Background: an optimization exercise with open tools, aiming at small area. Do not read the settings as production practice.
Only simulation tests tie the RTL to the original design; equivalence was not proved.
Power and IR drop assume default switching activity.

== run A ==
Design lifi_link, start of the top module:
module lifi_link (
    input  wire         clk,
    input  wire         rst,
    input  wire [119:0] adc_raw,
    input  wire         adc_ok,
    output wire [7:0]   rx_byte,
    output wire         rx_valid,
    output wire [3:0]   rx_state,
    output wire [2:0]   rx_err,
    output wire         rx_fault,
    input  wire [7:0]   tx_data,
    input  wire         tx_valid,
    output wire         tx_ready,
    output wire         led,
    input  wire         led_ok,
    output wire [2:0]   tx_state,
    output wire         tx_fault
);
For scale: about 420 cells after synthesis, ~4800 um2 of cells after synthesis.
export LEC_CHECK = 0
export CAP_MARGIN = 20
export CORE_MARGIN = 2
export CORE_UTILIZATION = 40
export SLEW_MARGIN = 20
export SYNTH_HIERARCHICAL = 1
create_clock -name core_clock -period 25.0 [get_ports {clk}]
standard.sh (not shown) runs the stock make flow with config.mk's settings and CLKGATE_MAP_FILE= SYNTH_SCRIPT=/design/flow/synth_recipe.tcl, a recipe that flattens the netlist after the stock synthesis.
==> flow/flow/run.sh <==
#!/bin/bash
# Own layout flow:
#  1. the standard synthesis (standard.sh synth), unchanged;
#  2. the synthesized netlist's combinational cells re-mapped by Yosys/ABC
#     with an area-oriented script, four seeds, the smallest kept (flip-flops,
#     full adders and tie cells are kept as they are, with their names);
#  3. the standard layout from floorplan to finish, with the smallest
#     buffer for the port buffers and a small clock tree.
# Each tool's full output goes to a log file of its own in this folder.
set -euo pipefail
here=$(pwd)
res="$here/orfs/results/${FLOW_PLATFORM}/lifi_link/base"
lib="$FLOW_HOME/platforms/${FLOW_PLATFORM}/lib/sky130_fd_sc_hd__tt_025C_1v80.lib"
yosys="$FLOW_HOME/../tools/install/yosys/bin/yosys"
# the platform's DONT_USE_CELLS
dont_use="-dont_use sky130_fd_sc_hd__lpflow_bleeder_1 -dont_use sky130_fd_sc_hd__lpflow_clkbufkapwr_1 -dont_use sky130_fd_sc_hd__lpflow_clkbufkapwr_16 -dont_use sky130_fd_sc_hd__lpflow_clkbufkapwr_2 -dont_use sky130_fd_sc_hd__lpflow_clkbufkapwr_4 -dont_use sky130_fd_sc_hd__lpflow_clkbufkapwr_8 -dont_use sky130_fd_sc_hd__lpflow_clkinvkapwr_1 -dont_use sky130_fd_sc_hd__lpflow_clkinvkapwr_16 -dont_use sky130_fd_sc_hd__lpflow_clkinvkapwr_2 -dont_use sky130_fd_sc_hd__lpflow_clkinvkapwr_4 -dont_use sky130_fd_sc_hd__lpflow_clkinvkapwr_8 -dont_use sky130_fd_sc_hd__lpflow_decapkapwr_12 -dont_use sky130_fd_sc_hd__lpflow_decapkapwr_3 -dont_use sky130_fd_sc_hd__lpflow_decapkapwr_4 -dont_use sky130_fd_sc_hd__lpflow_decapkapwr_6 -dont_use sky130_fd_sc_hd__lpflow_decapkapwr_8 -dont_use sky130_fd_sc_hd__lpflow_inputiso0n_1 -dont_use sky130_fd_sc_hd__lpflow_inputiso0p_1 -dont_use sky130_fd_sc_hd__lpflow_inputiso1n_1 -dont_use sky130_fd_sc_hd__lpflow_inputiso1p_1 -dont_use sky130_fd_sc_hd__lpflow_inputisolatch_1 -dont_use sky130_fd_sc_hd__lpflow_isobufsrc_1 -dont_use sky130_fd_sc_hd__lpflow_isobufsrc_16 -dont_use sky130_fd_sc_hd__lpflow_isobufsrc_2 -dont_use sky130_fd_sc_hd__lpflow_isobufsrc_4 -dont_use sky130_fd_sc_hd__lpflow_isobufsrc_8 -dont_use sky130_fd_sc_hd__lpflow_isobufsrckapwr_16 -dont_use sky130_fd_sc_hd__lpflow_lsbuf_lh_hl_isowell_tap_1 -dont_use sky130_fd_sc_hd__lpflow_lsbuf_lh_hl_isowell_tap_2 -dont_use sky130_fd_sc_hd__lpflow_lsbuf_lh_hl_isowell_tap_4 -dont_use sky130_fd_sc_hd__lpflow_lsbuf_lh_isowell_4 -dont_use sky130_fd_sc_hd__lpflow_lsbuf_lh_isowell_tap_1 -dont_use sky130_fd_sc_hd__lpflow_lsbuf_lh_isowell_tap_2 -dont_use sky130_fd_sc_hd__lpflow_lsbuf_lh_isowell_tap_4 -dont_use sky130_fd_sc_hd__probe_p_8 -dont_use sky130_fd_sc_hd__probec_p_8"

bash standard.sh synth > log_1_synth.log 2>&1

cp "$res/1_2_yosys.v" "$here/synth_standard.v"
bb="sky130_fd_sc_hd__*df* sky130_fd_sc_hd__*dl* sky130_fd_sc_hd__fa_* sky130_fd_sc_hd__conb_*"
# four ABC runs with different seeds, in parallel; the smallest result is kept
remap() {
  local seed=$1
  printf 'strash\n&get -n\n&deepsyn -T 40 -S %s\n&put\ndch -f\namap\n' "$seed" > "$here/remap_$seed.abc"
  "$yosys" -p "read_liberty -ignore_miss_func $lib; blackbox $bb;
    read_verilog $here/synth_standard.v;
    hierarchy -top $FLOW_TOP; flatten; rename -hide w:_*; opt -purge; techmap; opt;
    abc -liberty $lib -script $here/remap_$seed.abc $dont_use;
    opt_clean -purge;
    write_verilog -noattr -nohex -nodec $here/synth_abc_$seed.v" > "log_2_remap_$seed.log" 2>&1
  "$yosys" -p "read_liberty -lib $lib; read_verilog $here/synth_abc_$seed.v;
    hierarchy -top $FLOW_TOP; opt_clean -purge; splitnets; opt_clean -purge;
    hilomap -singleton -hicell sky130_fd_sc_hd__conb_1 HI -locell sky130_fd_sc_hd__conb_1 LO;
    insbuf -buf sky130_fd_sc_hd__buf_1 A X;
    check -assert; tee -o $here/area_$seed.txt stat -liberty $lib;
    write_verilog -noattr -nohex -nodec $here/synth_remapped_$seed.v" > "log_3_clean_$seed.log" 2>&1
}
for seed in 1 2 3 4; do remap $seed & done
wait
best=""; best_area=""
for seed in 1 2 3 4; do
  [[ -f "$here/synth_remapped_$seed.v" ]] || continue
  a=$(sed -n "s/.*Chip area for module .*: *\([0-9.]*\).*/\1/p" "$here/area_$seed.txt" | tail -1)
  echo "seed $seed area $a" >> log_2_remap_choice.log
  if [[ -z "$best" ]] || awk -v a="$a" -v b="$best_area" 'BEGIN{exit !(a < b)}'; then
    best=$seed; best_area=$a
  fi
done
echo "kept seed $best area $best_area" >> log_2_remap_choice.log
cp "$here/synth_remapped_$best.v" "$here/synth_remapped.v"
cp "$here/synth_remapped.v" "$res/1_2_yosys.v"
rm -f "$res/1_synth.odb" "$res/1_synth.sdc"

bash standard.sh \
  "BUFFER_PORTS_ARGS=-buffer_cell sky130_fd_sc_hd__buf_1" \
  "CTS_ARGS=-sink_clustering_enable -repair_clock_nets -dont_use_dummy_load -buf_list sky130_fd_sc_hd__clkbuf_4" \
  finish > log_5_finish.log 2>&1
The inputs of run B differ from those of run A as listed below.
-- flow/flow/run.sh --
<<< run A, line 4
#  2. the synthesized netlist's combinational cells re-mapped by Yosys/ABC
#     with an area-oriented script, four seeds, the smallest kept (flip-flops,
#     full adders and tie cells are kept as they are, with their names);
#  3. the standard layout from floorplan to finish, with the smallest
>>> run B, line 4
#  2. the synthesized netlist's combinational cells re-mapped by Yosys/ABC
#     with an area-oriented script (flip-flops, full adders and tie cells are
#     kept as they are, with their names);
#  3. the standard layout from floorplan to finish, with the smallest
<<< run A, line 27
    read_verilog $here/synth_standard.v;
    hierarchy -top $FLOW_TOP; flatten; rename -hide w:_*; opt -purge; techmap; opt;
    abc -liberty $lib -script $here/remap_$seed.abc $dont_use;
>>> run B, line 27
    read_verilog $here/synth_standard.v;
    hierarchy -top $FLOW_TOP; flatten; opt -purge; techmap; opt;
    abc -liberty $lib -script $here/remap_$seed.abc $dont_use;
<<< run A, line 34
    hilomap -singleton -hicell sky130_fd_sc_hd__conb_1 HI -locell sky130_fd_sc_hd__conb_1 LO;
    insbuf -buf sky130_fd_sc_hd__buf_1 A X;
    check -assert; tee -o $here/area_$seed.txt stat -liberty $lib;
>>> run B, line 34
    hilomap -singleton -hicell sky130_fd_sc_hd__conb_1 HI -locell sky130_fd_sc_hd__conb_1 LO;
    insbuf -buf sky130_fd_sc_hd__buf_4 A X;
    check -assert; tee -o $here/area_$seed.txt stat -liberty $lib;
==> comparison <==
- Run B: no failed stages, no open violations at the end
- Re wire length per cell after detailed routing: run B is 1.7% down on run A.
- Of run B and run A, it is run B that has the lower total chip power.
- Of run A and run B, run B shows the higher setup slack of the critical path after layout, with run A below it.
- Compare run A and run B | met2 usage higher: run A
- The run showing the smaller global-route usage is run B.
- Relative to run A, global-route wire length before repair has decreased by 120 um in run B.
- Changes observed in run B relative to run A: routed wire length saw a decrease, sequential cell area share saw little to no change.
- Run A has lower total number of cells along the worst setup path than run B.
--- input diff run B..run C ---
-- flow/flow/run.sh --
<<< run B, line 4
#  2. the synthesized netlist's combinational cells re-mapped by Yosys/ABC
#     with an area-oriented script (flip-flops, full adders and tie cells are
#     kept as they are, with their names);
#  3. the standard layout from floorplan to finish, with the smallest
>>> run C, line 4
#  2. the synthesized netlist's combinational cells re-mapped by Yosys/ABC
#     with an area-oriented script, four seeds, the smallest kept (flip-flops,
#     full adders and tie cells are kept as they are, with their names);
#  3. the standard layout from floorplan to finish, with the smallest
<<< run B, line 27
    read_verilog $here/synth_standard.v;
    hierarchy -top $FLOW_TOP; flatten; opt -purge; techmap; opt;
    abc -liberty $lib -script $here/remap_$seed.abc $dont_use;
>>> run C, line 27
    read_verilog $here/synth_standard.v;
    hierarchy -top $FLOW_TOP; flatten; rename -hide w:_*; opt -purge; techmap; opt;
    abc -liberty $lib -script $here/remap_$seed.abc $dont_use;
<<< run B, line 34
    hilomap -singleton -hicell sky130_fd_sc_hd__conb_1 HI -locell sky130_fd_sc_hd__conb_1 LO;
    insbuf -buf sky130_fd_sc_hd__buf_4 A X;
    check -assert; tee -o $here/area_$seed.txt stat -liberty $lib;
>>> run C, line 34
    hilomap -singleton -hicell sky130_fd_sc_hd__conb_1 HI -locell sky130_fd_sc_hd__conb_1 LO;
    insbuf -buf sky130_fd_sc_hd__buf_1 A X;
    check -assert; tee -o $here/area_$seed.txt stat -liberty $lib;
<<< run B, line 56
  "BUFFER_PORTS_ARGS=-buffer_cell sky130_fd_sc_hd__buf_1" \
  "CTS_ARGS=-sink_clustering_enable -repair_clock_nets -dont_use_dummy_load -buf_list sky130_fd_sc_hd__clkbuf_4" \
  finish > log_5_finish.log 2>&1
>>> run C, line 56
  "BUFFER_PORTS_ARGS=-buffer_cell sky130_fd_sc_hd__buf_1" \
  "CTS_ARGS=-repair_clock_nets -dont_use_dummy_load -buf_list sky130_fd_sc_hd__clkbuf_4" \
  finish > log_5_finish.log 2>&1
--- outcome ---
Run C vs. run B: via count shows a reduction of about 2.3%; number of cell rows shows a reduction of 2.5%. Going from run B to run C, final area shrank slightly. Going from run B to run C, number of non-filler instances in the completed layout fell by about 1.1%, post-synthesis net count fell by 2.7%. Number of non-clock inverters in the layout of run C exceeds that of run B by a few percent. Run C vs. run B: routed wire length climbed 0.61%; post-detailed-route wirelength per cell climbed 1.7%. Against run B as the reference, run C delivers a lower met3 usage.
Setup changes, run C to run D
-- flow/flow/run.sh --
<<< run C, line 56
  "BUFFER_PORTS_ARGS=-buffer_cell sky130_fd_sc_hd__buf_1" \
  "CTS_ARGS=-repair_clock_nets -dont_use_dummy_load -buf_list sky130_fd_sc_hd__clkbuf_4" \
  finish > log_5_finish.log 2>&1
>>> run D, line 56
  "BUFFER_PORTS_ARGS=-buffer_cell sky130_fd_sc_hd__buf_1" \
  "CTS_ARGS=-sink_clustering_enable -repair_clock_nets -dont_use_dummy_load -buf_list sky130_fd_sc_hd__clkbuf_4 -sink_clustering_size 20 -sink_clustering_max_diameter 500" \
  finish > log_5_finish.log 2>&1
### Flow results
Wire length after detailed routing came out exactly the same in run C and run D.
Reported for run C and run D, period utilization turned out identical to the last digit.
Headroom to the max-slew limit delta (run C -> run D): insignificant
As far as least setup slack across all paths after layout goes, run C and run D are indistinguishable; the numbers are identical.
Part of the power in the clock network delta (run D -> run C): insignificant
Reported for run C and run D, total die area turned out identical to the last digit.

[separate check: timing with driven ports]
The flow's constraints put no driver on any port. The routed layouts listed below were extracted and timed again, unchanged, in two steps.
Step 1 assumes that a clkbuf_16 drives the clock port and a buf_2 every other input.
Step 2 moves the port delays by t, midway between the first and last clock arrival at a register: inputs arrive t later, outputs are due t later. That takes back most of the time a late clock gives input paths.
a / b / c = no drivers / after step 1 / after step 2; a / b = the first two.
run	t (ns)	setup WS [ns]	worst setup path at the end	pins driven straight from the clock port
run A	0.402	11.211 / 11.213 / 10.811	input to register	1
run B	0.417	11.261 / 11.268 / 10.851	input to register	1
run C	0.402	11.211 / 11.213 / 10.811	input to register	1
run D	0.402	11.211 / 11.213 / 10.811	input to register	1
After both steps setup and hold are still met in every run listed. The setup slack of run B, which loses most, moves by +0.007 ns with the drivers and by -0.410 ns with both steps.
